What follows belongs to an exercise in optimizing a design on an open flow for small area; a production flow would make more cautious choices.
RTL that was checked went through simulation tests only; none was proved equivalent to the original.
Function not checked in runs 4 to 6: the RTL went through the layout flow alone.
No driver is modelled on the clock port, so clocking that relies on it looks cheaper here than on a real chip.
No activity file was given, so power comes from the tool's default toggle rates.

--- design/flow/flow/run.sh ---
#!/bin/bash
# The standard layout (standard.sh), with four changes:
# - every port gets the smallest buffer cell (sky130_fd_sc_hd__buf_1);
# - the clock tree uses clkbuf_8/clkbuf_4 buffers and no dummy loads;
# - ABC maps the logic for area only (flow/area.abc instead of the
#   standard abc_area.script); the rest of the synthesis is the standard flow's own;
# - after CTS, flow/clock_down.tcl gives each clock buffer the smallest
#   size that keeps every flip-flop clock pin's slew within 110 ps.
# Each tool's output goes to standard.log and to ORFS's logs under orfs/.
set -euo pipefail
W=$PWD
export BUFFER_PORTS_ARGS="-buffer_cell sky130_fd_sc_hd__buf_1"
export POST_CTS_TCL="$W/flow/clock_down.tcl"
export CTS_ARGS="-sink_clustering_enable -repair_clock_nets -dont_use_dummy_load -buf_list sky130_fd_sc_hd__clkbuf_4 -root_buf sky130_fd_sc_hd__clkbuf_8"
cat > "$W/flow_synth.tcl" <<EOF
proc abc {args} {
  set i [lsearch -exact \$args -script]
  if { \$i >= 0 } { lset args [expr { \$i + 1 }] $W/flow/area.abc }
  yosys abc {*}\$args
}
source $W/synth_recipe.tcl
EOF
sed "s#SYNTH_SCRIPT=[^ ]*#SYNTH_SCRIPT=$W/flow_synth.tcl#" standard.sh > standard_area.sh
bash standard_area.sh > standard.log 2>&1
--- design/flow/config.mk ---
export PLATFORM = sky130hd
export DESIGN_NAME = alu_adder
export DESIGN_NICKNAME = alu_adder
export VERILOG_FILES = /design/flow/design.v
export SDC_FILE = /design/flow/constraint.sdc
export NUM_CORES = 4
export LEC_CHECK = 0
export ABC_AREA = 1
export CAP_MARGIN = 20
export CORE_MARGIN = 2
export CORE_UTILIZATION = 40
export GPL_TIMING_DRIVEN = 0
export SLEW_MARGIN = 20
--- design/flow/constraint.sdc ---
create_clock -name core_clock -period 20.0 [get_ports {clk}]
set_input_delay 4.0000 -clock core_clock [delete_from_list [all_inputs] [get_ports {clk}]]
set_output_delay 4.0000 -clock core_clock [all_outputs]
set_load 0.01 [all_outputs]
--- design/flow/design.v ---
module alu_adder (
    input             clk,
    input             rst,
    input             req_valid,
    output            req_ready,
    input      [7:0]  ctrl,
    input      [31:0] src,
    input      [31:0] dest,
    input             flag_we,
    input      [5:0]  flag_wdata,
    output reg        resp_valid,
    output     [31:0] result,
    output     [5:0]  flags,
    output reg        faulted,
    output     [2:0]  fault_cause
);
    localparam K_X = 3'd0, K_R = 3'd1, K_H = 3'd2, K_M = 3'd3;
    localparam K_D = 3'd4, K_G = 3'd5, K_I = 3'd6, K_S = 3'd7;
    localparam P0 = 3'b001, P1 = 3'b010, P2 = 3'b101, P3 = 3'b011;
    localparam P4 = 3'b111, P5 = 3'b110, P6 = 3'b100;
    reg cf, pf, af, zf, sf, of;
    assign flags = {of, sf, zf, af, pf, cf};
    reg [2:0]  ph;
    assign fault_cause = {ph[1], ~ph[1], ph[0]};
    reg [4:0]  cnt;
    reg        t;           
    reg [31:0] A;
    reg [31:0] Q;
    assign result = A;
    reg  [6:0] ctrl_r;
    wire [4:0] op = ctrl_r[4:0];
    wire [1:0] wc = ctrl_r[6:5];
    wire illegal_op = ctrl[7] | (ctrl[4:0] > 5'd16);
    wire illegal_w  = (ctrl[6:5] == 2'b11);
    wire bad = illegal_op | illegal_w;
    wire op_addsub = (op[4:2] == 3'b000);           
    wire op_sub    = op[1];
    wire op_carry  = op[0];
    wire op_mul    = (op == 5'd4) | (op == 5'd5);
    wire op_div    = (op == 5'd6) | (op == 5'd7);
    wire op_mod    = (op == 5'd8) | (op == 5'd9);
    wire op_dm     = op_div | op_mod;
    wire op_signed = op[0] & (op_mul | op_dm);      
    wire op_logic  = (op == 5'd10) | (op == 5'd11) | (op == 5'd12);
    wire op_shl    = (op == 5'd13) | (op == 5'd16);
    wire op_shr    = (op == 5'd14);
    wire op_sar    = (op == 5'd15);
    wire op_shrx   = op_shr | op_sar;
    wire w8  = (wc == 2'b00);
    wire w16 = (wc == 2'b01);
    wire g1 = wc[1] | wc[0];
    wire g2 = wc[1];
    wire [31:0] mask = {{16{g2}}, {8{g1}}, 8'hFF};
    function msb_w(input [31:0] x, input [1:0] c);
        msb_w = c[1] ? x[31] : c[0] ? x[15] : x[7];
    endfunction
    wire sn = msb_w(src, wc);
    wire dn = msb_w(dest, wc);
    wire pn = sn ^ dn;                            
    wire [4:0] c = src[4:0];
    wire c_zero = (c == 5'd0);
    wire sneg   = op_sar & dn;                   
    wire at_c = (cnt == c);
    wire last = (cnt == 5'd0);
    reg [2:0] kind;
    always @(*) begin
        kind = K_X;
        if (op_addsub)
            kind = (ph == P0) ? K_X : K_R;
        else if (op_logic)
            kind = (ph == P2) ? K_G : K_X;
        else if (op_mul)
            case (ph)
                P0, P1, P3: kind = K_X;
                P2: kind = K_M;
                default: kind = K_H;
            endcase
        else if (op_dm)
            case (ph)
                P0, P1, P2, P5: kind = K_X;
                P3: kind = K_D;
                P4: kind = op_mod ? K_R : K_H;
                default: kind = K_H;
            endcase
        else if (op_shl)
            kind = (ph == P0) ? K_X : K_I;
        else
            kind = (ph == P2) ? K_S : K_X;
    end
    reg ins, x32on, mk;
    reg ys, yd, inv, cin;
    reg qbit;
    wire [32:0] x = {A[31] & x32on, A[30:0], ins};
    wire [31:0] ysm = {{16{ys & g2}}, {8{ys & g1}}, {8{ys}}};
    wire [31:0] ydm = {{16{yd & g2}}, {8{yd & g1}}, {8{yd}}};
    wire [31:0] ivm = {{16{inv & g2}}, {8{inv & g1}}, {8{inv}}};
    wire [31:0] y = ((ysm & src) | (ydm & dest)) ^ ivm;
    wire [33:0] cy;
    wire [33:0] S;
    assign cy[0] = cin;
    genvar i;
    generate
        for (i = 0; i < 32; i = i + 1) begin : g_fa
            assign S[i] = x[i] ^ y[i] ^ cy[i];
            assign cy[i+1] = (x[i] & y[i]) | (x[i] & cy[i]) | (y[i] & cy[i]);
        end
    endgenerate
    assign S[32] = x[32] ^ cy[32];
    assign cy[33] = x[32] & cy[32];
    assign S[33] = cy[33];
    wire s_w   = wc[1] ? S[32] : wc[0] ? S[16] : S[8];       
    wire s_w1  = wc[1] ? S[33] : wc[0] ? S[17] : S[9];       
    wire s_msb = msb_w(S[31:0], wc);                         
    wire q_chk = wc[1] ? Q[30] : wc[0] ? Q[14] : Q[6];       
    wire n_zf = ((S[31:0] & mask) == 32'd0);
    wire n_pf = ~^S[7:0];
    wire n_sf = s_msb;
    wire kill8  = mk & w8;
    wire kill16 = mk & w16;
    reg ready_c;         
    reg fault_c;         
    reg wflags;          
    reg n_cf, n_of;
    reg t_n;
    wire sub_step = ~t;                           
    wire neg = op_signed & (op_mod ? dn : pn);    
    always @(*) begin
        ins = 1'b0; x32on = 1'b1; mk = 1'b1;
        ys = 1'b0; yd = 1'b0; inv = 1'b0; cin = 1'b0;
        qbit = Q[31];
        ready_c = 1'b0; fault_c = 1'b0; wflags = 1'b0;
        n_cf = 1'b0; n_of = 1'b0;
        t_n = t;
        case (kind)
            K_X: begin
                mk = 1'b0;
                qbit = A[31];
                if ((op_mul & (ph == P1)) | (op_dm & (ph == P2))) t_n = 1'b0;
                if (last) begin
                    if (ph == P0) begin
                        if (op_addsub | op_shrx) begin
                            yd = 1'b1;
                            inv = sneg;                    
                        end else if (op_mul) begin
                            ys = 1'b1; inv = op_signed & sn; cin = op_signed & sn;
                        end else if (op_dm | op_logic) begin
                            ys = 1'b1;
                            t_n = n_zf;
                        end
                    end else if (ph == P1) begin
                        if (op_dm) begin
                            yd = 1'b1; inv = op_signed & dn; cin = op_signed & dn;
                        end else if (op_logic) begin
                            yd = 1'b1;
                        end else if (op_shrx) begin
                            inv = sneg;                    
                        end
                    end
                end
                if (op_dm & (ph == P1) & t) begin
                    ready_c = 1'b1; fault_c = 1'b1;    
                end
            end
            K_R: begin
                ins = A[31]; x32on = 1'b0; mk = last;
                if (last) begin
                    ys = op_addsub | t;
                    if (op_addsub) begin
                        inv = op_sub;
                        cin = op_sub ^ (op_carry & cf);
                        ready_c = 1'b1; wflags = 1'b1;
                        n_cf = s_w ^ op_sub;
                        n_of = (dn ~^ (sn ^ op_sub)) & (s_msb ^ dn);
                    end else begin
                        inv = t & op_signed & sn; cin = t & op_signed & sn;
                        t_n = op_signed & ~pn & q_chk;
                    end
                end
            end
            K_H: begin
                ins = Q[31] ^ neg;
                if (last) begin
                    cin = neg;
                    ready_c = 1'b1;
                    if (op_mul) begin
                        wflags = 1'b1;
                        n_cf = t | (op_signed & ~((n_sf == pn) | n_zf));
                        n_of = n_cf;
                    end else if (op_div) begin
                        fault_c = op_signed & ~pn & n_sf;
                    end else begin
                        fault_c = t;
                    end
                end
            end
            K_M: begin
                yd = Q[31];
                inv = Q[31] & op_signed & dn; cin = Q[31] & op_signed & dn;
                t_n = t | s_w | s_w1;
            end
            K_D: begin
                ins = Q[31];
                ys = 1'b1;
                inv = sub_step ^ (op_signed & sn); cin = sub_step ^ (op_signed & sn);
                t_n = s_w ^ sub_step;
                qbit = ~(s_w ^ sub_step);
            end
            K_G: begin
                mk = 1'b0;
                ins = (op == 5'd10) ? (A[31] & Q[31]) :
                      (op == 5'd11) ? (A[31] | Q[31]) : (A[31] ^ Q[31]);
                if (last) begin
                    ready_c = 1'b1; wflags = 1'b1;
                end
            end
            K_I: begin
                yd = at_c;
                if (last) begin
                    ready_c = 1'b1; wflags = ~c_zero;
                    n_cf = s_w;
                    n_of = s_w ^ s_msb;
                end
            end
            default: begin   
                ins = Q[31] ^ sneg;
                if (at_c) begin
                    ready_c = 1'b1; wflags = ~c_zero;
                    n_cf = Q[30] ^ sneg;           
                    n_of = op_shr & dn;
                end
            end
        endcase
        if (bad) begin
            ready_c = 1'b1; fault_c = 1'b1;
        end
    end
    wire active = req_valid & ~faulted;
    assign req_ready = ~faulted & ready_c;
    wire accept = active & ready_c;
    wire [31:0] a_keep = {14'h3FFF, ~kill16, ~kill16, 6'h3F, ~kill8, ~kill8, 8'hFF};
    always @(posedge clk) begin
        A <= S[31:0] & a_keep;
        ctrl_r <= ctrl[6:0];
        Q <= {Q[30:0], qbit};
        t <= t_n;
    end
    wire fc_lo = bad ? ~illegal_op : (kind == K_H);
    always @(posedge clk) begin
        if (rst) begin
            ph <= P0;
            cnt <= 5'd31;
            resp_valid <= 1'b0;
            faulted <= 1'b0;
            {of, sf, zf, af, pf, cf} <= 6'd0;
        end else begin
            resp_valid <= accept & ~fault_c;
            if (faulted) begin
            end else if (~active | accept) begin
                ph <= (accept & fault_c) ? {1'b0, bad, fc_lo} : P0;
                cnt <= 5'd31;
            end else begin
                cnt <= cnt - 5'd1;
                if (last) ph <= {ph[1:0], ph[2] ^ ph[1]};    
            end
            if (accept & fault_c) faulted <= 1'b1;
            if (accept & ~fault_c & wflags) begin
                cf <= n_cf;
                pf <= n_pf;
                zf <= n_zf;
                sf <= n_sf;
                of <= n_of;
            end
            if (flag_we) {of, sf, zf, af, pf, cf} <= flag_wdata;
        end
    end
endmodule
--- design/flow/standard.sh ---
#!/bin/bash
# synth_recipe.tcl (not shown) runs the flow's synth.tcl, then flattens the netlist and writes it again
# the make line also repeats each setting of config.mk as NAME=value (left out here)
make -C /OpenROAD-flow-scripts/flow DESIGN_CONFIG=/design/flow/config.mk WORK_HOME=/design/flow/orfs CLKGATE_MAP_FILE= SYNTH_SCRIPT=/design/flow/synth_recipe.tcl "${@:-finish}"
--- design/flow/flow/clock_down.tcl ---
set db [ord::get_db]
set block [ord::get_db_block]
set limit 0.110
proc worst_clk_slew {} {
  set worst 0
  foreach p [get_pins -hierarchical */CLK] {
    set sl [get_property $p slew_max]
    if { $sl > $worst } { set worst $sl }
  }
  return $worst
}
foreach inst [$block getInsts] {
  set name [$inst getName]
  if { ![string match "clkbuf_*_clk" $name] } { continue }
  set orig [[$inst getMaster] getName]
  foreach cand {sky130_fd_sc_hd__clkbuf_2 sky130_fd_sc_hd__clkbuf_4 sky130_fd_sc_hd__clkbuf_8 sky130_fd_sc_hd__clkbuf_16} {
    if { $cand == $orig } { break }
    $inst swapMaster [$db findMaster $cand]
    estimate_parasitics -placement
    if { [worst_clk_slew] <= $limit } { break }
    $inst swapMaster [$db findMaster $orig]
  }
  estimate_parasitics -placement
  puts "clock buffer $name: [[$inst getMaster] getName]"
}
puts "worst clock pin slew [worst_clk_slew]"
--- design/flow/flow/area.abc ---
strash
&get -n
&dch
&nf -p -R 1000 -F 8 -C 32
&put
topo
stime -c
dnsize -c
==> metrics.cfg, run 1 <==
[placement]
dpl_cell_area_mm2 = 0.00537
pre_cts_ws_ns = -1.01
io_buffers = 125
post-dp-hpwl_mm = 10.4
gp_congestion = 0.874

[floorplanning]
fp.dieW_um = 112
initial_core_util_pct = 41.1
core-area_mm2 = 0.0114
die_h_um = 112
ios = 126
die_area_mm2 = 0.0126
rows = 39

[finish]
diodes = 0
layout_commonest_cell = buf_1
multiInputGateArea_mm2 = 0.00284
layout-drive-gt1-share_pct = 5.30
fin_area_mm2 = 0.00556
final_cell_mix = buf_1, dfxtp_1, xor2_1, nor2_1, a22oi_1
regArea_mm2 = 0.00177
syn2layout_area_growth_pct = 18.3
num-fill-cells = 1120
final_nets = 748

[logic_synthesis]
synth-async-reset-ratio_pct = 0
synth.distinct_cells = 45
synth_flop_cell = dfxtp_1
synth_area_mm2 = 0.00470
syn_nets = 608
syn_area_per_cell_um2 = 9.68
synth_edf_count = 1
yosysWarnings = 1
ys_seq_area_share_pct = 37.7
synth_cells = 485
synth_seq_cells = 88

[timing]
drv_slew = 0
max_freq_ghz = 0.0520
hold-worst-slack_ns = 0.313
final.period_utilization_pct = 96.2
tightest_slew_ns = 1.08
worst_slack_ns = 0.765
setup_violations = 0
min_period_ns = 19.24
slew_headroom_pct = 27.6
skew_ns = 0.0308
rsz0062_at_grt = no
hold_viol = 0

[worst_setup_path]
cpMostUsedCell = fa_1
path_buf_inv = 4
end_kind = flop
slowest_delay_ns = 0.53
critical-path-top-delay-family = adder cells
crit_arrival_ns = 19.72
start_kind = primary input
critPathKind = in -> reg
worst-path-stages = 54
r2r_cells = 55
required_ns = 20.49
cp_max_fo = 10
reg2reg_slack_ns = 1.88
slowest_stage = fa_1

[global_routing]
globalRouteOverflowTotal = 0
met2_usage_pct = 35.7
grt_pass1_wl_mm = 21.8
antenna_found_initial = 0
met3_usage_pct = 5.89
grt_use_total_pct = 22.1
grt_max_degree = 19
met1_usage_pct = 29.0
busiest_layer = met2
grt_pass1_vias = 4192

[drt]
drt_iter0_markers = 296
vias = 4151
routed_wl_mm = 13.2
drc = 0
wire_per_inst_um = 17.3
drt_first_pass_iters = 4
antenna_left = 0
via_per_inst = 5.42

[cts]
clock-sinks = 88
clkTransAtPathRegs_ns = 0.10
clk_latency_ns = 0.58
cts_tree = built

[hold_path]
holdPathStages = 0
holdCritPathClass = reg -> reg

[pwr]
p_per_area_mw_per_mm2 = 113
vdd_drop_max_mv = 0.0690
p_leak_nw = 1.94

[status]
outcome = no timing/DRC/antenna violations

[flow_run]
drv_cap = 0

state kept, by name, summed over array words and instances, names as in the netlist, 3 cells and up:
signal,flops
A,32
cnt,5
Q,32
ph,3
ctrl_r,7
cell usage after synthesis, types with 2 or more instances:
cell type	instances	area, µm²
fa_1	32	641
clkinv_1	28	105
o22ai_1	5	31.3
a211oi_1	2	15.0
or4_1	2	15.0
nand2b_1	9	56.3
a21oi_1	31	155
o211ai_1	6	45.0
a311o_1	2	20.0
buf_4	8	60.1
xor2_1	38	333
nor3b_1	3	22.5
nor2_1	37	139
a221o_1	2	20.0
nor4b_1	2	17.5
nor4_1	10	62.6
nand3_1	8	40.0
a211o_1	2	17.5
and2_0	4	25.0
nor3_1	11	55.1
a31oi_1	8	50.1
nand4_1	4	25.0
xnor2_1	14	123
or3_1	7	43.8
dfxtp_1	87	1740
mux2i_1	2	20.0
o21ai_0	12	60.1
a22oi_1	35	263
ha_1	9	113
a222oi_1	2	20.0
nand3b_1	2	15.0
o2111ai_1	2	17.5
nor2b_1	13	81.3
a41oi_1	2	17.5
nand2_1	34	128
worst paths after layout:
path         startpoint    end
min reg2reg       Q[11]  Q[12]
max            dest[31]     cf
max reg2reg   ctrl_r[1]     cf
min               Q[11]  Q[12]
through the flow:
step | TNS, ns | cells | total power [mW] | utilization, %
floorplan | 0 | 485 | 0.450 | -
global placement | -6.36 | 753 | 0.539 | 46.8
detailed placement | -6.06 | 754 | 0.543 | 47.0
global route | 0 | 766 | 0.683 | 48.7
finish | 0 | 766 | 0.629 | 48.7
cell type report:
| cell class | count | area share (%) |
|---|---|---|
| clock buffers | 9 | 1.73 |
| well taps | 143 | 3.22 |
| inverters | 28 | 1.89 |
| multi-input cells | 361 | 51.2 |
| plain buffers | 8 | 1.08 |
| flip-flops and latches | 88 | 31.9 |
| repair buffers | 129 | 8.99 |
worst register-to-register path, delay by kind of cell (launching register included):
family	cells	cell delay, ns
adders and majority gates	32	11.92
and+or+nand+nor	9	2.89
AOI/OAI and AO/OA	11	2.22
DFF	1	0.47
buffers and inverters	2	0.37
xor gates and xnor gates	1	0.18
routing by layer:
layer  wire (µm)  vias up  part of all wire, %
li1            -     2009                    -
met1        6020     1975                   45
met2        6120      140                   46
met3         853       27                  6.4
met4         257        0                  1.9
met5           0        -                    0
cell families after synthesis:
family,after synthesis,share of synthesized area [%]
buffers and inverters,36,3.52
AO/OA/AOI/OAI,119,17.0
multiplexers,2,0.426
XOR/XNOR,52,9.70
AND/OR/NAND/NOR,147,15.6
flip-flops,88,37.7
adder cells (fa/ha/maj),41,16.0
power by group:
part / switching, mW / leakage [nW] / internal [mW]
combinational: 0.143 / 1.14 / 0.108
clock: 0.0556 / 0.0539 / 0.0301
sequential: 0.0454 / 0.740 / 0.248
==> inputs of run 2 (changes only) <==
--- a/design/flow/config.mk
+++ b/design/flow/config.mk
@@ -10,4 +10,3 @@
 export CORE_MARGIN = 2
 export CORE_UTILIZATION = 40
-export GPL_TIMING_DRIVEN = 0
 export SLEW_MARGIN = 20
==> metrics.cfg, run 2 <==
[cts]
clock-sinks = 88  ; unchanged
clk_latency_ns = 0.58  ; about the same
clkTransAtPathRegs_ns = 0.10  ; about the same
cts_tree = built  ; unchanged

[timing]
hold-worst-slack_ns = 0.312  ; was 0.313 ns
min_period_ns = 19.02  ; was 19.24 ns
tns_ns = 0  ; unchanged
rsz0062_at_grt = no  ; unchanged
skew_ns = 0.0315  ; was 0.0308 ns
setup_violations = 0  ; unchanged
hold_viol = 0  ; unchanged
drv_slew = 0  ; unchanged
final.period_utilization_pct = 95.1  ; was 96.2%
tightest_slew_ns = 0.886  ; was 1.08 ns
max_freq_ghz = 0.0526  ; was 0.0520 GHz
slew_headroom_pct = 40.5  ; was 27.6%

[floorplanning]
initial_core_util_pct = 41.1  ; unchanged
die_area_mm2 = 0.0126  ; unchanged
core-area_mm2 = 0.0114  ; unchanged
rows = 39  ; unchanged
fp.dieW_um = 112  ; unchanged
die_h_um = 112  ; unchanged
ios = 126  ; unchanged

[placement]
io_buffers = 125  ; unchanged
gp_congestion = 0.879  ; was 0.874
post-dp-hpwl_mm = 10.8  ; was 10.4 mm

[logic_synthesis]
syn_area_per_cell_um2 = 9.68  ; unchanged
synth_most_common_cell = dfxtp_1  ; unchanged
synth_flop_cell = dfxtp_1  ; unchanged
synth_area_mm2 = 0.00470  ; unchanged
synth_edf_count = 1  ; unchanged
synth_seq_cells = 88  ; unchanged
syn_nets = 608  ; unchanged
synth_cells = 485  ; unchanged
yosys.area.top_type = dfxtp_1  ; unchanged
synth-async-reset-ratio_pct = 0  ; unchanged
ys_top_cells_by_count = dfxtp_1, xor2_1, nor2_1  ; unchanged
ys_seq_area_share_pct = 37.7  ; unchanged
yosys.area.top_type_share_pct = 37.1  ; unchanged
synth.distinct_cells = 45  ; unchanged
synthTopCellsByArea = dfxtp_1, fa_1, xor2_1, a22oi_1, a21oi_1  ; unchanged
yosysWarnings = 1  ; unchanged

[drt]
routed_wl_mm = 13.4  ; was 13.2 mm
via_per_inst = 5.35  ; was 5.42
vias = 4096  ; was 4151
wire_per_inst_um = 17.5  ; was 17.3 µm
antenna_left = 0  ; unchanged
drt_iter0_markers = 211  ; was 296
drt_first_pass_iters = 5  ; was 4
drc = 0  ; unchanged

[worst_setup_path]
path_buf_inv = 5  ; was 4
cp_max_fo = 9  ; was 10
worst-path-stages = 54  ; unchanged
slowest_stage = fa_1  ; unchanged
crit_arrival_ns = 19.53  ; was 19.72 ns
critPathKind = in -> reg  ; unchanged
start_kind = primary input  ; unchanged
r2r_cells = 57  ; was 55
critical-path-top-delay-family = adder cells  ; unchanged
reg2reg_from = ctrl_r[1]  ; unchanged
reg2reg_slack_ns = 2.40  ; was 1.88 ns
startpoint = dest[31]  ; unchanged
cpMostUsedCell = fa_1  ; unchanged
reg2reg_to = of  ; was cf
slowest_delay_ns = 0.52  ; was 0.53 ns
required_ns = 20.50  ; was 20.49 ns
crit_end = of  ; was cf
end_kind = flop  ; unchanged

[pwr]
pwr-share-seq_pct = 47.1  ; was 46.6%
p_clk_share_pct = 13.5  ; was 13.6%
internal_power_mw = 0.384  ; was 0.385 mW
comb_power_share_pct = 39.4  ; was 39.8%
p_leak_nw = 1.93  ; was 1.94 nW
vdd_drop_max_mv = 0.0516  ; was 0.0690 mV
switching_share_pct = 38.6  ; was 38.8%
p_per_area_mw_per_mm2 = 114  ; was 113 mW/mm²
p_switching_mw = 0.241  ; was 0.244 mW

[global_routing]
grt_pass1_wl_mm = 21.8  ; about the same
grt_max_degree = 19  ; unchanged
globalRouteOverflowTotal = 0  ; unchanged
antenna_found_initial = 0  ; unchanged
grt_use_total_pct = 22.1  ; about the same
grt_pass1_vias = 4191  ; was 4192

[status]
outcome = no timing/DRC/antenna violations  ; unchanged

[finish]
diodes = 0  ; unchanged
num-fill-cells = 1139  ; was 1120
reg_top3 = A: 32 flops, Q: 32 flops, ctrl_r: 7 flops  ; unchanged
final_cell_mix = buf_1, dfxtp_1, xor2_1, nor2_1, a22oi_1  ; unchanged
syn2layout_area_growth_pct = 16.6  ; was 18.3%
final_nets = 748  ; unchanged
layout_commonest_cell = buf_1  ; unchanged
layout-drive-gt1-share_pct = 3.53  ; was 5.30%

[hold_path]
holdCritPathClass = reg -> reg  ; unchanged

[flow_run]
drv_cap = 0  ; unchanged

-- run 2: cell types whose count changed in the layout (fill, tap and decap cells not counted), moves of 2 or more --
| cell | delta |
|---|---|
| a31oi_1 | +2 |
| a21oi_1 | +4 |
| a21oi_2 | -3 |
| a31oi_2 | -2 |
-- run 2: cell families (layout without fill, tap and decap cells) --
kind of cell | count (synthesis) | count (layout) | synth area share, %
AOI/OAI and AO/OA | 119 | 119 | 17.0
xor gates and xnor gates | 52 | 52 | 9.70
muxes | 2 | 2 | 0.426
adders and majority gates | 41 | 41 | 16.0
and+or+nand+nor | 147 | 147 | 15.6
DFF | 88 | 88 | 37.7
buffers and inverters | 36 | 174 | 3.52
-- run 2: metrics by stage --
step | worst slack (ns) | power [mW] | utilization (%) | area, µm² | std cells
after detailed placement | 0.509 | 0.546 | 47.1 | 5380 | 757
after floorplan | 1.04 | 0.450 | - | 4700 | 485
after global placement | 0.690 | 0.545 | 47.1 | 5380 | 757
final | 0.977 | 0.625 | 48.0 | 5480 | 766
after global routing | 0.0532 | 0.677 | 48.0 | 5480 | 766
-- run 2: area by class of cell --
class	count	area, µm²	area share [%]
Timing Repair Buffer	137	559	10.2
Tap cell	143	179	3.27
Inverter	28	105	1.92
Sequential cell	88	1770	32.3
Clock buffer	9	96.3	1.76
Multi-Input combinational cell	361	2770	50.5
-- run 2: per-layer routing --
metal | global-route usage, % | vias up | share of wire (%)
met5 | 0 | - | 0
met4 | 6.59 | 0 | 1.2
met3 | 5.02 | 11 | 6.4
met2 | 35.8 | 137 | 47
met1 | 29.6 | 1944 | 46
li1 | - | 2004 | -
-- run 2: power by group through the flow --
stage / Sequential (mW) / Combinational, mW / Clock, mW
6_report: 0.294 / 0.246 / 0.0846
5_1_grt: 0.305 / 0.277 / 0.0946
3_5_place_dp: 0.299 / 0.247 / 0
3_3_place_gp: 0.298 / 0.246 / 0
2_1_floorplan: 0.303 / 0.147 / 0
-- run 2: worst min path at each step --
stage	from	end	slack, ns	cells past startpoint
after global routing	Q[17]	Q[18]	0.32	0
final	Q[17]	Q[18]	0.31	0
after detailed placement	Q[21]	Q[22]	0.31	0
after global placement	Q[15]	Q[16]	0.31	0
after floorplan	Q[9]	Q[10]	0.31	0
==> inputs of run 3 (changes only) <==
--- a/design/flow/flow/run.sh
+++ b/design/flow/flow/run.sh
@@ -11,4 +11,5 @@
 W=$PWD
 export BUFFER_PORTS_ARGS="-buffer_cell sky130_fd_sc_hd__buf_1"
+export GPL_KEEP_OVERFLOW=0
 export POST_CTS_TCL="$W/flow/clock_down.tcl"
 export CTS_ARGS="-sink_clustering_enable -repair_clock_nets -dont_use_dummy_load -buf_list sky130_fd_sc_hd__clkbuf_4 -root_buf sky130_fd_sc_hd__clkbuf_8"
==> metrics.cfg, run 3 <==
[floorplanning]
fp.dieW_um = 112  ; unchanged
initial_core_util_pct = 41.1  ; unchanged
die_h_um = 112  ; unchanged
core-area_mm2 = 0.0114  ; unchanged
rows = 39  ; unchanged
ios = 126  ; unchanged
die_area_mm2 = 0.0126  ; unchanged

[logic_synthesis]
syn_nets = 608  ; unchanged
synth.distinct_cells = 45  ; unchanged
ys_top_cells_by_count = dfxtp_1, xor2_1, nor2_1  ; unchanged
synth_most_common_cell = dfxtp_1  ; unchanged
synth_cells = 485  ; unchanged
yosysWarnings = 1  ; unchanged
synth-async-reset-ratio_pct = 0  ; unchanged
synth_edf_count = 1  ; unchanged
yosys.area.top_type = dfxtp_1  ; unchanged
synthTopCellsByArea = dfxtp_1, fa_1, xor2_1, a22oi_1, a21oi_1  ; unchanged
yosys.area.top_type_share_pct = 37.1  ; unchanged
synth_area_mm2 = 0.00470  ; unchanged
syn_area_per_cell_um2 = 9.68  ; unchanged
synth_seq_cells = 88  ; unchanged
ys_seq_area_share_pct = 37.7  ; unchanged
synth_flop_cell = dfxtp_1  ; unchanged

[drt]
routed_wl_mm = 13.4  ; about the same
antenna_left = 0  ; unchanged
drt_iter0_markers = 213  ; was 211
drc = 0  ; unchanged
via_per_inst = 5.43  ; was 5.35
wire_per_inst_um = 17.7  ; was 17.5 µm
vias = 4112  ; was 4096
drt_first_pass_iters = 5  ; unchanged

[global_routing]
grt_use_total_pct = 22.1  ; about the same
grt_pass1_wl_mm = 21.9  ; was 21.8 mm
antenna_found_initial = 0  ; unchanged
globalRouteOverflowTotal = 0  ; unchanged
grt_pass1_vias = 4177  ; was 4191
grt_max_degree = 19  ; unchanged

[worst_setup_path]
required_ns = 20.49  ; was 20.50 ns
start_kind = primary input  ; unchanged
cpMostUsedCell = fa_1  ; unchanged
startpoint = dest[31]  ; unchanged
reg2reg_from = ctrl_r[1]  ; unchanged
end_kind = flop  ; unchanged
cp_max_fo = 10  ; was 9
critPathKind = in -> reg  ; unchanged
slowest_stage = fa_1  ; unchanged
reg2reg_to = cf  ; was of
reg2reg_slack_ns = 2.03  ; was 2.40 ns
crit_arrival_ns = 19.69  ; was 19.53 ns
crit_end = cf  ; was of
slowest_delay_ns = 0.52  ; about the same
r2r_cells = 55  ; was 57

[timing]
rsz0062_at_grt = no  ; unchanged
final.period_utilization_pct = 96.0  ; was 95.1%
min_period_ns = 19.20  ; was 19.02 ns
hold_viol = 0  ; unchanged
max_freq_ghz = 0.0521  ; was 0.0526 GHz
hold-worst-slack_ns = 0.307  ; was 0.312 ns
drv_slew = 0  ; unchanged
setup_violations = 0  ; unchanged
tightest_slew_ns = 1.06  ; was 0.886 ns
skew_ns = 0.0318  ; was 0.0315 ns
slew_headroom_pct = 28.7  ; was 40.5%

[finish]
syn2layout_area_growth_pct = 15.7  ; was 16.6%
final_nets = 739  ; was 748
layout_commonest_cell = buf_1  ; unchanged
final_cell_mix = buf_1, dfxtp_1, xor2_1, nor2_1, a22oi_1  ; unchanged
reg_top3 = A: 32 flops, Q: 32 flops, ctrl_r: 7 flops  ; unchanged
diodes = 0  ; unchanged
layout-drive-gt1-share_pct = 3.09  ; was 3.53%
fin_area_mm2 = 0.00544  ; was 0.00548 mm²

[pwr]
p_leak_nw = 1.88  ; was 1.93 nW
vdd_drop_max_mv = 0.0547  ; was 0.0516 mV
p_per_area_mw_per_mm2 = 115  ; was 114 mW/mm²

[cts]
clk_latency_ns = 0.56  ; was 0.58 ns
clkTransAtPathRegs_ns = 0.10  ; about the same
cts_tree = built  ; unchanged
clock-sinks = 88  ; unchanged

[placement]
io_buffers = 125  ; unchanged
post-dp-hpwl_mm = 10.7  ; was 10.8 mm
gp_congestion = 0.890  ; was 0.879
dpl_cell_area_mm2 = 0.00531  ; was 0.00538 mm²

[hold_path]
holdCritPathClass = reg -> reg  ; unchanged

[flow_run]
drv_cap = 0  ; unchanged

[status]
outcome = no timing/DRC/antenna violations  ; unchanged

==> run 3: cell counts after synthesis <==
No cell type changed its count.
==> run 3: layer usage <==
| metal | track usage (%) | vias up | wire (µm) |
|---|---|---|---|
| li1 | - | 1985 | - |
| met1 | 30.1 | 1974 | 6220 |
| met2 | 35.3 | 137 | 6220 |
| met3 | 5.02 | 16 | 724 |
| met4 | 6.75 | 0 | 250 |
| met5 | 0 | - | 0 |
==> run 3: kinds of logic after synthesis <==
group | count (synthesis) | synth area share [%]
buf+inv | 36 | 3.52
simple gates | 147 | 15.6
compound gates | 119 | 17.0
xor+xnor | 52 | 9.70
fa+ha+maj | 41 | 16.0
flops | 88 | 37.7
mux | 2 | 0.426
==> run 3: worst min-delay path by stage <==
stage | start | endpoint | depth (start not counted)
after floorplan | Q[9] | Q[10] | 0
after global placement | Q[5] | Q[6] | 0
after detailed placement | Q[21] | Q[22] | 0
after global routing | Q[16] | Q[17] | 0
final | Q[16] | Q[17] | 0
==> run 3: report_power, final <==
part	switching [mW]	total (mW)	internal [mW]
Clock	0.0538	0.0839	0.0301
Sequential	0.0458	0.293	0.248
Combinational	0.142	0.246	0.104
==> run 3: through the flow <==
step / utilization (%) / std cells / total power [mW] / TNS (ns) / setup WS [ns]
2_1_floorplan: - / 485 / 0.450 / 0 / 1.04
3_3_place_gp: 46.3 / 745 / 0.541 / -3.92 / -0.730
3_5_place_dp: 46.5 / 746 / 0.540 / -4.68 / -0.834
5_1_grt: 47.6 / 757 / 0.674 / 0 / 0.00360
6_report: 47.6 / 757 / 0.623 / 0 / 0.797
==> run 3: worst max-delay path: cells and delay by family <==
kind / cells / cell delay [ns]
fa+ha+maj: 32 / 11.77
simple gates: 5 / 0.82
compound gates: 12 / 2.39
buf+inv: 4 / 0.49
xor+xnor: 1 / 0.23
==> run 3: cell type report <==
type / instances / area, µm²
Clock buffer: 9 / 96.3
Fill cell: 1135 / 5980
Inverter: 28 / 105
Multi-Input combinational cell: 361 / 2790
Sequential cell: 88 / 1770
Tap cell: 143 / 179
Timing Repair Buffer: 128 / 492
==> inputs of run 4 (changes only) <==
--- a/design/flow/design.v
+++ b/design/flow/design.v
@@ -28,7 +28,6 @@
     reg [31:0] Q;
     assign result = A;
-    reg  [6:0] ctrl_r;
-    wire [4:0] op = ctrl_r[4:0];
-    wire [1:0] wc = ctrl_r[6:5];
+    wire [4:0] op = ctrl[4:0];
+    wire [1:0] wc = ctrl[6:5];
     wire illegal_op = ctrl[7] | (ctrl[4:0] > 5'd16);
     wire illegal_w  = (ctrl[6:5] == 2'b11);
@@ -241,5 +240,4 @@
     always @(posedge clk) begin
         A <= S[31:0] & a_keep;
-        ctrl_r <= ctrl[6:0];
         Q <= {Q[30:0], qbit};
         t <= t_n;
--- a/design/flow/flow/run.sh
+++ b/design/flow/flow/run.sh
@@ -11,5 +11,4 @@
 W=$PWD
 export BUFFER_PORTS_ARGS="-buffer_cell sky130_fd_sc_hd__buf_1"
-export GPL_KEEP_OVERFLOW=0
 export POST_CTS_TCL="$W/flow/clock_down.tcl"
 export CTS_ARGS="-sink_clustering_enable -repair_clock_nets -dont_use_dummy_load -buf_list sky130_fd_sc_hd__clkbuf_4 -root_buf sky130_fd_sc_hd__clkbuf_8"
==> metrics.cfg, run 4 <==
[status]
outcome = no timing/DRC/antenna violations  ; unchanged

[logic_synthesis]
synth.distinct_cells = 49  ; was 45
synth_most_common_cell = dfxtp_1  ; unchanged
synth_area_mm2 = 0.00457  ; was 0.00470 mm²
yosysWarnings = 1  ; unchanged
synth-async-reset-ratio_pct = 0  ; unchanged
yosys.area.top_type = dfxtp_1  ; unchanged
synth_edf_count = 1  ; unchanged
ys_seq_area_share_pct = 35.7  ; was 37.7%
synth_seq_cells = 81  ; was 88
synth_cells = 480  ; was 485
yosys.area.top_type_share_pct = 35.0  ; was 37.1%
synth_flop_cell = dfxtp_1  ; unchanged
syn_area_per_cell_um2 = 9.53  ; was 9.68 µm²
synthTopCellsByArea = dfxtp_1, fa_1, xor2_1, a22oi_1, a21oi_1  ; unchanged
syn_nets = 603  ; was 608
ys_top_cells_by_count = dfxtp_1, nand2_1, xor2_1  ; was dfxtp_1, xor2_1, nor2_1

[global_routing]
globalRouteOverflowTotal = 0  ; unchanged
grt_pass1_vias = 4106  ; was 4177
grt_max_degree = 17  ; was 19
grt_use_total_pct = 20.9  ; was 22.1%
antenna_found_initial = 0  ; unchanged
grt_pass1_wl_mm = 20.4  ; was 21.9 mm

[placement]
placed_cells = 761  ; was 746
pre_cts_ws_ns = -0.260  ; was -0.834 ns
gp_congestion = 0.984  ; was 0.890
io_buffers = 125  ; unchanged
post-dp-hpwl_mm = 10.1  ; was 10.7 mm

[worst_setup_path]
cp_max_fo = 4  ; was 10
cpMostUsedCell = fa_1  ; unchanged
end_kind = flop  ; unchanged
slowest_stage = o311ai_0  ; was fa_1
path_buf_inv = 2  ; was 4
critPathKind = in -> reg  ; unchanged
slowest_delay_ns = 0.64  ; was 0.52 ns
start_kind = primary input  ; unchanged
crit_arrival_ns = 19.55  ; was 19.69 ns
required_ns = 20.23  ; was 20.49 ns
critical-path-top-delay-family = adder cells  ; unchanged

[finish]
reg_top3 = A: 32 flops, Q: 32 flops, cnt: 5 flops  ; was A: 32 flops, Q: 32 flops, ctrl_r: 7 flops
final_nets = 756  ; was 739
final_cell_mix = buf_1, dfxtp_1, nand2_1, nor2_1, xor2_1  ; was buf_1, dfxtp_1, xor2_1, nor2_1, a22oi_1
fin_util_pct = 49.8  ; was 47.6%
layoutNonFillerInstCount = 774  ; was 757
layout_commonest_cell = buf_1  ; unchanged
syn2layout_area_growth_pct = 22.7  ; was 15.7%
regArea_mm2 = 0.00163  ; was 0.00177 mm²
multiInputGateArea_mm2 = 0.00294  ; was 0.00279 mm²
layout-drive-gt1-share_pct = 11.6  ; was 3.09%
diodes = 0  ; unchanged
num-fill-cells = 1109  ; was 1135

[cts]
clkTransAtPathRegs_ns = 0.09  ; was 0.10 ns
clock-sinks = 81  ; was 88
cts_tree = built  ; unchanged
clk_latency_ns = 0.38  ; was 0.56 ns

[floorplanning]
rows = 39  ; unchanged
ios = 126  ; unchanged
core-area_mm2 = 0.0113  ; was 0.0114 mm²
fp.dieW_um = 111  ; was 112 µm
die_h_um = 111  ; was 112 µm
initial_core_util_pct = 40.6  ; was 41.1%
die_area_mm2 = 0.0123  ; was 0.0126 mm²

[timing]
drv_slew = 0  ; unchanged
slew_headroom_pct = 43.0  ; was 28.7%
hold-worst-slack_ns = 0.328  ; was 0.307 ns
hold_viol = 0  ; unchanged
tightest_slew_ns = 0.852  ; was 1.06 ns
skew_ns = 0.0285  ; was 0.0318 ns
min_period_ns = 19.33  ; was 19.20 ns
final.period_utilization_pct = 96.6  ; was 96.0%
worst_slack_ns = 0.672  ; was 0.797 ns
setup_violations = 0  ; unchanged
max_freq_ghz = 0.0517  ; was 0.0521 GHz

[drt]
routed_wl_mm = 12.7  ; was 13.4 mm
drt_first_pass_iters = 4  ; was 5
drt_iter0_markers = 221  ; was 213
drc = 0  ; unchanged
antenna_left = 0  ; unchanged
via_per_inst = 5.33  ; was 5.43
vias = 4126  ; was 4112
wire_per_inst_um = 16.4  ; was 17.7 µm

[pwr]
p_per_area_mw_per_mm2 = 109  ; was 115 mW/mm²
p_leak_nw = 2.01  ; was 1.88 nW
vdd_drop_max_mv = 0.0636  ; was 0.0547 mV

[flow_run]
drv_cap = 0  ; unchanged

[hold_path]
holdCritPathClass = reg -> reg  ; unchanged

[run 4: cells by family (layout without fill, tap and decap cells)]
logic type,after synthesis,in the layout,share of synthesized area (%)
AND/OR/NAND/NOR,144,144,15.7
AO/OA/AOI/OAI,126,126,18.5
flip-flops,81,81,35.7
XOR/XNOR,50,50,9.58
adder cells (fa/ha/maj),41,41,16.5
buffers and inverters,36,187,3.61
multiplexers,2,2,0.465
[run 4: area by class of cell]
cell class / count / area share, %
Tap cell: 143 / 3.19
Timing Repair Buffer: 150 / 12.0
Multi-Input combinational cell: 363 / 52.3
Inverter: 28 / 1.87
Clock buffer: 9 / 1.54
Sequential cell: 81 / 29.1
[run 4: power by group]
group,switching (mW),internal (mW)
Combinational,0.145,0.108
Clock,0.0505,0.0276
Sequential,0.0469,0.232
Total,0.243,0.367
[run 4: final timing paths]
path                 from    end  slack [ns]  cells after the start
setup / recovery  ctrl[5]     cf        0.67                     51
hold / removal      Q[15]  Q[16]        0.33                      0
setup reg to reg    ph[0]     cf        4.16                     48
hold reg to reg     Q[15]  Q[16]        0.33                      0
[run 4: worst reg2reg max path, delay by kind of cell (launching register included)]
| family | cells | cell delay [ns] |
|---|---|---|
| DFF | 1 | 0.50 |
| AOI/OAI and AO/OA | 7 | 1.80 |
| adders and majority gates | 33 | 11.67 |
| buffers and inverters | 2 | 0.24 |
| and+or+nand+nor | 6 | 1.50 |
[run 4: metrics by stage]
step / total power, mW / TNS, ns / cell area (µm²)
6_report: 0.610 / 0 / 5610
5_1_grt: 0.662 / -0.110 / 5610
3_5_place_dp: 0.528 / -1.05 / 5320
3_3_place_gp: 0.525 / -0.00723 / 5320
2_1_floorplan: 0.430 / 0 / 4570
[run 4: per-layer routing]
layer | up-vias | wire length, µm | track usage [%]
li1 | 2009 | - | -
met5 | - | 0 | 0
met1 | 1951 | 5630 | 28.0
met4 | 0 | 261 | 7.83
met2 | 144 | 5880 | 32.8
met3 | 22 | 910 | 5.25
==> inputs of run 5 (changes only) <==
--- a/design/flow/design.v
+++ b/design/flow/design.v
@@ -28,6 +28,6 @@
     reg [31:0] Q;
     assign result = A;
+    reg  [1:0] wc;
     wire [4:0] op = ctrl[4:0];
-    wire [1:0] wc = ctrl[6:5];
     wire illegal_op = ctrl[7] | (ctrl[4:0] > 5'd16);
     wire illegal_w  = (ctrl[6:5] == 2'b11);
@@ -240,4 +240,5 @@
     always @(posedge clk) begin
         A <= S[31:0] & a_keep;
+        wc <= ctrl[6:5];
         Q <= {Q[30:0], qbit};
         t <= t_n;
==> metrics.cfg, run 5 <==
[worst_setup_path]
r2r_cells = 50  ; was 48
cpMostUsedCell = fa_1  ; unchanged
reg2reg_slack_ns = 4.10  ; was 4.16 ns
end_kind = flop  ; unchanged
slowest_delay_ns = 0.55  ; was 0.64 ns
critPathKind = in -> reg  ; unchanged
start_kind = primary input  ; unchanged
reg2reg_to = Q[0]  ; was cf
startpoint = ctrl[1]  ; was ctrl[5]
reg2reg_from = ph[0]  ; unchanged
crit_arrival_ns = 19.62  ; was 19.55 ns
required_ns = 20.23  ; about the same
slowest_stage = or4b_1  ; was o311ai_0
cp_max_fo = 9  ; was 4

[logic_synthesis]
syn_area_per_cell_um2 = 9.60  ; was 9.53 µm²
synth_area_mm2 = 0.00462  ; was 0.00457 mm²
synth.distinct_cells = 48  ; was 49
synth_cells = 481  ; was 480
ys_top_cells_by_count = dfxtp_1, nand2_1, a22oi_1  ; was dfxtp_1, nand2_1, xor2_1
synth_flop_cell = dfxtp_1  ; unchanged
synth_seq_cells = 83  ; was 81
synth_edf_count = 1  ; unchanged
yosys.area.top_type_share_pct = 35.5  ; was 35.0%
synth_most_common_cell = dfxtp_1  ; unchanged
syn_nets = 604  ; was 603
synthTopCellsByArea = dfxtp_1, fa_1, xor2_1, a22oi_1, xnor2_1  ; was dfxtp_1, fa_1, xor2_1, a22oi_1, a21oi_1
yosys.area.top_type = dfxtp_1  ; unchanged
ys_seq_area_share_pct = 36.2  ; was 35.7%
synth-async-reset-ratio_pct = 0  ; unchanged
yosysWarnings = 1  ; unchanged

[drt]
wire_per_inst_um = 16.6  ; was 16.4 µm
routed_wl_mm = 13.1  ; was 12.7 mm
via_per_inst = 5.23  ; was 5.33
vias = 4154  ; was 4126
drt_first_pass_iters = 5  ; was 4
antenna_left = 0  ; unchanged
drc = 0  ; unchanged
drt_iter0_markers = 267  ; was 221

[floorplanning]
ios = 126  ; unchanged
die_h_um = 111  ; about the same
initial_core_util_pct = 40.8  ; was 40.6%
die_area_mm2 = 0.0124  ; was 0.0123 mm²
fp.dieW_um = 111  ; about the same
rows = 39  ; unchanged
core-area_mm2 = 0.0113  ; about the same

[global_routing]
grt_pass1_wl_mm = 21.0  ; was 20.4 mm
globalRouteOverflowTotal = 0  ; unchanged
grt_pass1_vias = 4133  ; was 4106
grt_use_total_pct = 21.2  ; was 20.9%
antenna_found_initial = 0  ; unchanged
grt_max_degree = 17  ; unchanged

[timing]
min_period_ns = 19.39  ; was 19.33 ns
final.period_utilization_pct = 97.0  ; was 96.6%
tightest_slew_ns = 0.959  ; was 0.852 ns
max_freq_ghz = 0.0516  ; was 0.0517 GHz
hold-worst-slack_ns = 0.294  ; was 0.328 ns
skew_ns = 0.0338  ; was 0.0285 ns
rsz0062_at_grt = no
worst_slack_ns = 0.610  ; was 0.672 ns
drv_slew = 0  ; unchanged
hold_viol = 0  ; unchanged
slew_headroom_pct = 36.1  ; was 43.0%
setup_violations = 0  ; unchanged

[hold_path]
holdCritPathClass = reg -> reg  ; unchanged
worstHoldStart = Q[11]  ; was Q[15]
holdPathEnd = Q[12]  ; was Q[16]
holdPathStages = 0  ; unchanged

[finish]
syn2layout_area_growth_pct = 23.6  ; was 22.7%
reg_top3 = A: 32 flops, Q: 32 flops, cnt: 5 flops  ; unchanged
final_nets = 776  ; was 756
layoutNonFillerInstCount = 794  ; was 774
layout-drive-gt1-share_pct = 10.8  ; was 11.6%
layout_commonest_cell = buf_1  ; unchanged
diodes = 0  ; unchanged
final_cell_mix = buf_1, dfxtp_1, buf_4, nand2_1, a22oi_1  ; was buf_1, dfxtp_1, nand2_1, nor2_1, xor2_1
num-fill-cells = 1141  ; was 1109

[flow_run]
drv_cap = 0  ; unchanged

[status]
outcome = no timing/DRC/antenna violations  ; unchanged

[placement]
pre_cts_ws_ns = -0.507  ; was -0.260 ns
placed_cells = 777  ; was 761
gp_congestion = 0.914  ; was 0.984
post-dp-hpwl_mm = 10.6  ; was 10.1 mm
io_buffers = 125  ; unchanged

[cts]
clkTransAtPathRegs_ns = 0.11  ; was 0.09 ns
clk_latency_ns = 0.36  ; was 0.38 ns
cts_tree = built  ; unchanged
clock-sinks = 83  ; was 81

[pwr]
vdd_drop_max_mv = 0.0735  ; was 0.0636 mV
p_leak_nw = 2.08  ; was 2.01 nW
finalPower_mw = 0.678  ; was 0.610 mW
p_per_area_mw_per_mm2 = 119  ; was 109 mW/mm²

-- run 5: changes by cell type after synthesis, moves of 3 or more --
cell and delta:
xnor2_1 +6, nand2b_1 +5, a31oi_1 +4, nand4_1 -3, nor2b_1 -5, nor2_1 -7
nand2_1 +4, xor2_1 -5, nand3b_1 +4, a211oi_1 -3
-- run 5: cells by family (layout without fill, tap and decap cells) --
logic type | after synthesis | after routing | share of synthesized area (%)
adders and majority gates | 41 | 41 | 16.3
AOI/OAI and AO/OA | 121 | 121 | 17.3
xor gates and xnor gates | 51 | 51 | 9.67
DFF | 83 | 83 | 36.2
and+or+nand+nor | 149 | 149 | 16.7
muxes | 2 | 2 | 0.433
buffers and inverters | 34 | 204 | 3.41
-- run 5: layout make-up --
class	instances	area, µm²	area share [%]
flip-flops and latches	83	1670	29.3
multi-input cells	364	2860	50.0
repair buffers	169	800	14.0
well taps	143	179	3.13
inverters	26	97.6	1.71
clock buffers	9	105	1.84
-- run 5: critical path, delay by kind of cell --
family / cells / cell delay [ns]
fa+ha+maj: 34 / 11.89
simple gates: 5 / 1.25
xor+xnor: 1 / 0.15
compound gates: 8 / 1.52
buf+inv: 6 / 0.79
-- run 5: power breakdown --
| part | leakage [nW] | switching (mW) | internal [mW] |
|---|---|---|---|
| combinational | 1.32 | 0.169 | 0.135 |
| sequential | 0.696 | 0.0482 | 0.237 |
| clock | 0.0569 | 0.0538 | 0.0341 |
| total | 2.08 | 0.271 | 0.407 |
-- run 5: metal layers --
layer | up-vias | part of all wire (%) | GRT usage [%] | routed length [µm]
met1 | 1967 | 44 | 27.3 | 5740
met4 | 0 | 1.3 | 5.68 | 166
met2 | 112 | 51 | 36.9 | 6660
li1 | 2061 | - | - | -
met3 | 14 | 4.4 | 3.86 | 584
met5 | - | 0 | 0 | 0
-- run 5: worst max path at each step --
stage,to,slack (ns)
after floorplan,of,0.09
after global placement,Q[0],-0.23
after detailed placement,of,-0.51
after global routing,cf,0.002
final,Q[0],0.61
-- run 5: metrics by stage --
step	TNS (ns)	area [µm²]	utilization (%)
after detailed placement	-2.17	5480	48.4
final	0	5710	50.4
after global placement	-0.552	5480	48.4
after global routing	0	5710	50.4
after floorplan	0	4620	-
==> inputs of run 6 (changes only) <==
--- a/design/flow/flow/run.sh
+++ b/design/flow/flow/run.sh
@@ -1,8 +1,10 @@
 #!/bin/bash
-# The standard layout (standard.sh), with four changes:
+# The standard layout (standard.sh), with five changes:
 # - every port gets the smallest buffer cell (sky130_fd_sc_hd__buf_1);
 # - the clock tree uses clkbuf_8/clkbuf_4 buffers and no dummy loads;
 # - ABC maps the logic for area only (flow/area.abc instead of the
 #   standard abc_area.script); the rest of the synthesis is the standard flow's own;
+# - timing-driven global placement does not keep its buffers
+#   (GPL_KEEP_OVERFLOW=0);
 # - after CTS, flow/clock_down.tcl gives each clock buffer the smallest
 #   size that keeps every flip-flop clock pin's slew within 110 ps.
@@ -11,4 +13,5 @@
 W=$PWD
 export BUFFER_PORTS_ARGS="-buffer_cell sky130_fd_sc_hd__buf_1"
+export GPL_KEEP_OVERFLOW=0
 export POST_CTS_TCL="$W/flow/clock_down.tcl"
 export CTS_ARGS="-sink_clustering_enable -repair_clock_nets -dont_use_dummy_load -buf_list sky130_fd_sc_hd__clkbuf_4 -root_buf sky130_fd_sc_hd__clkbuf_8"
==> metrics.cfg, run 6 <==
[status]
outcome = no timing/DRC/antenna violations  ; unchanged

[worst_setup_path]
cp_max_fo = 10  ; was 9
crit_arrival_ns = 19.82  ; was 19.62 ns
end_kind = flop  ; unchanged
required_ns = 20.40  ; was 20.23 ns
r2r_cells = 47  ; was 50
reg2reg_from = cnt[0]  ; was ph[0]
reg2reg_to = Q[0]  ; unchanged
slowest_stage = or4b_4  ; was or4b_1
start_kind = primary input  ; unchanged
slowest_delay_ns = 0.61  ; was 0.55 ns
cpMostUsedCell = fa_1  ; unchanged
reg2reg_slack_ns = 3.91  ; was 4.10 ns
critPathKind = in -> reg  ; unchanged

[pwr]
p_leak_nw = 1.98  ; was 2.08 nW
pwr-share-seq_pct = 43.2  ; was 42.1%
p_per_area_mw_per_mm2 = 118  ; was 119 mW/mm²
switching_share_pct = 40.1  ; was 40.0%
internal_power_mw = 0.394  ; was 0.407 mW
p_switching_mw = 0.264  ; was 0.271 mW
vdd_drop_max_mv = 0.0955  ; was 0.0735 mV
comb_power_share_pct = 44.3  ; was 45.0%
finalPower_mw = 0.658  ; was 0.678 mW
p_clk_share_pct = 12.6  ; was 13.0%

[drt]
via_per_inst = 5.43  ; was 5.23
wire_per_inst_um = 16.7  ; was 16.6 µm
vias = 4152  ; was 4154
drc = 0  ; unchanged
routed_wl_mm = 12.8  ; was 13.1 mm
antenna_left = 0  ; unchanged
drt_first_pass_iters = 5  ; unchanged
drt_iter0_markers = 214  ; was 267

[finish]
final_nets = 747  ; was 776
final_cell_mix = buf_1, dfxtp_1, nand2_1, a22oi_1, xor2_1  ; was buf_1, dfxtp_1, buf_4, nand2_1, a22oi_1
diodes = 0  ; unchanged
syn2layout_area_growth_pct = 20.5  ; was 23.6%
reg_top3 = A: 32 flops, Q: 32 flops, cnt: 5 flops  ; unchanged
fin_util_pct = 49.2  ; was 50.4%
layout-drive-gt1-share_pct = 8.68  ; was 10.8%
layout_commonest_cell = buf_1  ; unchanged

[floorplanning]
rows = 39  ; unchanged
fp.dieW_um = 111  ; unchanged
die_h_um = 111  ; unchanged
initial_core_util_pct = 40.8  ; unchanged
die_area_mm2 = 0.0124  ; unchanged
core-area_mm2 = 0.0113  ; unchanged
ios = 126  ; unchanged

[timing]
skew_ns = 0.0310  ; was 0.0338 ns
slew_headroom_pct = 20.7  ; was 36.1%
min_period_ns = 19.42  ; was 19.39 ns
worst_slack_ns = 0.579  ; was 0.610 ns
final.period_utilization_pct = 97.1  ; was 97.0%
max_freq_ghz = 0.0515  ; was 0.0516 GHz
hold-worst-slack_ns = 0.316  ; was 0.294 ns
rsz0062_at_grt = no  ; unchanged
tightest_slew_ns = 1.18  ; was 0.959 ns
hold_viol = 0  ; unchanged
setup_violations = 0  ; unchanged
tns_ns = 0  ; unchanged
drv_slew = 0  ; unchanged

[global_routing]
antenna_found_initial = 0  ; unchanged
grt_max_degree = 19  ; was 17
grt_pass1_vias = 4087  ; was 4133
globalRouteOverflowTotal = 0  ; unchanged
grt_pass1_wl_mm = 20.6  ; was 21.0 mm
grt_use_total_pct = 20.7  ; was 21.2%

[hold_path]
holdCritPathClass = reg -> reg  ; unchanged
worstHoldStart = Q[11]  ; unchanged
holdPathStages = 0  ; unchanged
holdPathEnd = Q[12]  ; unchanged

[cts]
clk_latency_ns = 0.54  ; was 0.36 ns
cts_tree = built  ; unchanged
clock-sinks = 83  ; unchanged
clkTransAtPathRegs_ns = 0.10  ; was 0.11 ns

[logic_synthesis]
synth_most_common_cell = dfxtp_1  ; unchanged
syn_area_per_cell_um2 = 9.60  ; unchanged
synthTopCellsByArea = dfxtp_1, fa_1, xor2_1, a22oi_1, xnor2_1  ; unchanged
ys_top_cells_by_count = dfxtp_1, nand2_1, a22oi_1  ; unchanged
synth_seq_cells = 83  ; unchanged
synth_area_mm2 = 0.00462  ; unchanged
synth_edf_count = 1  ; unchanged
yosys.area.top_type_share_pct = 35.5  ; unchanged
synth-async-reset-ratio_pct = 0  ; unchanged
synth_cells = 481  ; unchanged
synth.distinct_cells = 48  ; unchanged
synth_flop_cell = dfxtp_1  ; unchanged
yosys.area.top_type = dfxtp_1  ; unchanged
syn_nets = 604  ; unchanged
ys_seq_area_share_pct = 36.2  ; unchanged
yosysWarnings = 1  ; unchanged

[placement]
gp_congestion = 0.954  ; was 0.914
pre_cts_ws_ns = -1.43  ; was -0.507 ns
post-dp-hpwl_mm = 9.95  ; was 10.6 mm
io_buffers = 125  ; unchanged

[flow_run]
drv_cap = 0  ; unchanged

run 6: cell counts after synthesis:
Identical to the previous run, type by type.
run 6: cell families (layout without fill, tap and decap cells):
logic type,Yosys count,after routing,share of synthesized area [%]
adders and majority gates,41,41,16.3
AOI/OAI and AO/OA,121,121,17.3
buffers and inverters,34,175,3.41
and+or+nand+nor,149,149,16.7
DFF,83,83,36.2
xor gates and xnor gates,51,51,9.67
muxes,2,2,0.433
run 6: routing by layer:
metal / GRT usage [%] / share of wire [%]
met1: 27.0 / 43
met2: 34.6 / 49
met3: 4.19 / 5.1
met4: 7.24 / 2.1
met5: 0 / 0
run 6: worst max path at each step:
stage           end  depth (start not counted)     from  slack, ns
2_1_floorplan    of                         54  ctrl[1]       0.09
3_3_place_gp     of                         52  ctrl[4]      -2.16
3_5_place_dp     of                         54  ctrl[1]      -1.43
5_1_grt          of                         56  ctrl[1]       0.01
6_report       Q[0]                         52  ctrl[1]       0.58
run 6: area by class of cell:
cell class / count / area, µm²
Multi-Input combinational cell: 364 / 2930
Inverter: 26 / 98.8
Sequential cell: 83 / 1670
Fill cell: 1128 / 5750
Tap cell: 143 / 179
Timing Repair Buffer: 140 / 588
Clock buffer: 9 / 96.3
run 6: critical path, delay by kind of cell:
kind	cells	cell delay, ns
simple gates	6	1.51
compound gates	7	1.49
buf+inv	4	0.58
fa+ha+maj	34	11.95
xor+xnor	1	0.24
run 6: per-stage QoR:
step | instances | cell area [µm²]
global placement | 741 | 5210
floorplan | 481 | 4620
detailed placement | 743 | 5250
finish | 765 | 5570
global route | 765 | 5570
run 6: power by group through the flow:
stage	Combinational, mW	Sequential, mW	Clock [mW]
3_3_place_gp	0.276	0.288	0
3_5_place_dp	0.277	0.288	0
6_report	0.291	0.284	0.0825
2_1_floorplan	0.171	0.292	0
5_1_grt	0.327	0.295	0.0903
==> inputs of run 7 (changes only) <==
--- a/design/flow/design.v
+++ b/design/flow/design.v
@@ -28,6 +28,7 @@
     reg [31:0] Q;
     assign result = A;
-    reg  [1:0] wc;
-    wire [4:0] op = ctrl[4:0];
+    reg  [6:0] ctrl_r;
+    wire [4:0] op = ctrl_r[4:0];
+    wire [1:0] wc = ctrl_r[6:5];
     wire illegal_op = ctrl[7] | (ctrl[4:0] > 5'd16);
     wire illegal_w  = (ctrl[6:5] == 2'b11);
@@ -240,5 +241,5 @@
     always @(posedge clk) begin
         A <= S[31:0] & a_keep;
-        wc <= ctrl[6:5];
+        ctrl_r <= ctrl[6:0];
         Q <= {Q[30:0], qbit};
         t <= t_n;
==> metrics.cfg, run 7 <==
[status]
outcome = no timing/DRC/antenna violations  ; unchanged

[logic_synthesis]
synth_area_mm2 = 0.00470  ; was 0.00462 mm²
synth_most_common_cell = dfxtp_1  ; unchanged
yosys.area.top_type = dfxtp_1  ; unchanged
synth-async-reset-ratio_pct = 0  ; unchanged
synth_cells = 485  ; was 481
synth.distinct_cells = 45  ; was 48
syn_area_per_cell_um2 = 9.68  ; was 9.60 µm²
synth_flop_cell = dfxtp_1  ; unchanged
ys_top_cells_by_count = dfxtp_1, xor2_1, nor2_1  ; was dfxtp_1, nand2_1, a22oi_1
synthTopCellsByArea = dfxtp_1, fa_1, xor2_1, a22oi_1, a21oi_1  ; was dfxtp_1, fa_1, xor2_1, a22oi_1, xnor2_1
synth_edf_count = 1  ; unchanged
syn_nets = 608  ; was 604
ys_seq_area_share_pct = 37.7  ; was 36.2%
yosys.area.top_type_share_pct = 37.1  ; was 35.5%
synth_seq_cells = 88  ; was 83
yosysWarnings = 1  ; unchanged

[pwr]
vdd_drop_max_mv = 0.0547  ; was 0.0955 mV
finalPower_mw = 0.623  ; was 0.658 mW
p_leak_nw = 1.88  ; was 1.98 nW
p_per_area_mw_per_mm2 = 115  ; was 118 mW/mm²

[worst_setup_path]
slowest_delay_ns = 0.52  ; was 0.61 ns
slowest_stage = fa_1  ; was or4b_4
critPathKind = in -> reg  ; unchanged
crit_end = cf  ; was Q[0]
cpMostUsedCell = fa_1  ; unchanged
crit_arrival_ns = 19.69  ; was 19.82 ns
startpoint = dest[31]  ; was ctrl[1]
reg2reg_from = ctrl_r[1]  ; was cnt[0]
cp_max_fo = 10  ; unchanged
reg2reg_to = cf  ; was Q[0]
end_kind = flop  ; unchanged
start_kind = primary input  ; unchanged
r2r_cells = 55  ; was 47
required_ns = 20.49  ; was 20.40 ns
reg2reg_slack_ns = 2.03  ; was 3.91 ns

[timing]
skew_ns = 0.0318  ; was 0.0310 ns
final.period_utilization_pct = 96.0  ; was 97.1%
tightest_slew_ns = 1.06  ; was 1.18 ns
min_period_ns = 19.20  ; was 19.42 ns
slew_headroom_pct = 28.7  ; was 20.7%
drv_slew = 0  ; unchanged
setup_violations = 0  ; unchanged
rsz0062_at_grt = no  ; unchanged
tns_ns = 0  ; unchanged
hold_viol = 0  ; unchanged
max_freq_ghz = 0.0521  ; was 0.0515 GHz

[hold_path]
holdCritPathClass = reg -> reg  ; unchanged

[placement]
dpl_cell_area_mm2 = 0.00531  ; was 0.00525 mm²
post-dp-hpwl_mm = 10.7  ; was 9.95 mm
gp_congestion = 0.890  ; was 0.954
placed_cells = 746  ; was 743
io_buffers = 125  ; unchanged

[finish]
layoutNonFillerInstCount = 757  ; was 765
diodes = 0  ; unchanged
fin_util_pct = 47.6  ; was 49.2%
layout-drive-gt1-share_pct = 3.09  ; was 8.68%
final_cell_mix = buf_1, dfxtp_1, xor2_1, nor2_1, a22oi_1  ; was buf_1, dfxtp_1, nand2_1, a22oi_1, xor2_1
syn2layout_area_growth_pct = 15.7  ; was 20.5%
layout_commonest_cell = buf_1  ; unchanged
reg_top3 = A: 32 flops, Q: 32 flops, ctrl_r: 7 flops  ; was A: 32 flops, Q: 32 flops, cnt: 5 flops
num-fill-cells = 1135  ; was 1128
fin_area_mm2 = 0.00544  ; was 0.00557 mm²
final_nets = 739  ; was 747

[drt]
routed_wl_mm = 13.4  ; was 12.8 mm
drc = 0  ; unchanged
via_per_inst = 5.43  ; about the same
drt_first_pass_iters = 5  ; unchanged
vias = 4112  ; was 4152
wire_per_inst_um = 17.7  ; was 16.7 µm
antenna_left = 0  ; unchanged
drt_iter0_markers = 213  ; was 214

[flow_run]
drv_cap = 0  ; unchanged

[floorplanning]
initial_core_util_pct = 41.1  ; was 40.8%
fp.dieW_um = 112  ; was 111 µm
die_area_mm2 = 0.0126  ; was 0.0124 mm²
die_h_um = 112  ; was 111 µm
ios = 126  ; unchanged
rows = 39  ; unchanged
core-area_mm2 = 0.0114  ; was 0.0113 mm²

[cts]
clkTransAtPathRegs_ns = 0.10  ; about the same
clock-sinks = 88  ; was 83
cts_tree = built  ; unchanged
clk_latency_ns = 0.56  ; was 0.54 ns

[global_routing]
grt_use_total_pct = 22.1  ; was 20.7%
grt_pass1_vias = 4177  ; was 4087
globalRouteOverflowTotal = 0  ; unchanged
grt_max_degree = 19  ; unchanged
grt_pass1_wl_mm = 21.9  ; was 20.6 mm
antenna_found_initial = 0  ; unchanged

## run 7: cell families (layout without fill, tap and decap cells)
logic type,Yosys count,in the layout,synth area share [%]
xor gates and xnor gates,52,52,9.70
buffers and inverters,36,165,3.52
muxes,2,2,0.426
DFF,88,88,37.7
AOI/OAI and AO/OA,119,119,17.0
and+or+nand+nor,147,147,15.6
adders and majority gates,41,41,16.0
## run 7: area by class of cell
type | instances | area [µm²] | area share [%]
clock buffers | 9 | 96.3 | 1.77
inverters | 28 | 105 | 1.93
multi-input cells | 361 | 2790 | 51.4
flip-flops and latches | 88 | 1770 | 32.6
well taps | 143 | 179 | 3.29
repair buffers | 128 | 492 | 9.05
## run 7: critical path, delay by kind of cell
| family | cells | cell delay [ns] |
|---|---|---|
| xor gates and xnor gates | 1 | 0.23 |
| and+or+nand+nor | 5 | 0.82 |
| AOI/OAI and AO/OA | 12 | 2.39 |
| adders and majority gates | 32 | 11.77 |
| buffers and inverters | 4 | 0.49 |
## run 7: report_power, final
| part | internal [mW] | total [mW] | switching (mW) | leakage (nW) |
|---|---|---|---|---|
| Sequential | 0.248 | 0.293 | 0.0458 | 0.740 |
| Clock | 0.0301 | 0.0839 | 0.0538 | 0.0539 |
| Combinational | 0.104 | 0.246 | 0.142 | 1.09 |
| Total | 0.382 | 0.623 | 0.241 | 1.88 |
## run 7: worst min path at each step
stage                     start    end  slack, ns  cells past startpoint
after global routing      Q[16]  Q[17]       0.31                      0
after global placement     Q[5]   Q[6]       0.31                      0
final                     Q[16]  Q[17]       0.31                      0
after floorplan            Q[9]  Q[10]       0.31                      0
after detailed placement  Q[21]  Q[22]       0.31                      0
## run 7: stage by stage
stage,setup WS [ns],hold slack [ns]
6_report,0.797,0.307
3_3_place_gp,-0.730,0.311
3_5_place_dp,-0.834,0.312
5_1_grt,0.00360,0.308
2_1_floorplan,1.04,0.310
## run 7: metal layers
metal	GRT usage (%)	part of all wire, %
met5	0	0
met4	6.75	1.9
met3	5.02	5.4
met2	35.3	46
met1	30.1	46

## static timing again, ports no longer ideal
No port has a modelled driver above. Below, the same layouts with a new extraction and two added sets of constraints. Step 1 sets driving cells, clkbuf_16 on the clock port and buf_2 on the other inputs (assumed; they add their load-dependent delay and slew). Step 2 moves the port delays by t, midway between the first and last clock arrival at a register: inputs arrive t later, outputs are due t later. That takes back most of the time a late clock gives input paths. Three values: ideal, step 1, step 2; two values: the first two.
| run | t, ns | slack for setup (ns) | worst setup path after step 2 |
|---|---|---|---|
| run 1 | 0.597 | 0.765 / 0.773 / 0.176 | input to register |
| run 2 | 0.590 | 0.977 / 0.977 / 0.387 | input to register |
| run 3 | 0.576 | 0.797 / 0.807 / 0.231 | input to register |
| run 4 | 0.397 | 0.672 / 0.680 / 0.283 | input to register |
| run 5 | 0.380 | 0.610 / 0.622 / 0.242 | input to register |
| run 6 | 0.558 | 0.579 / 0.591 / 0.033 | input to register |
| run 7 | 0.576 | 0.797 / 0.807 / 0.231 | input to register |
After both steps every run listed still meets setup and hold. For run 2, which loses most, drivers alone change the setup slack by 0.000 ns; drivers and shift together by -0.590 ns.
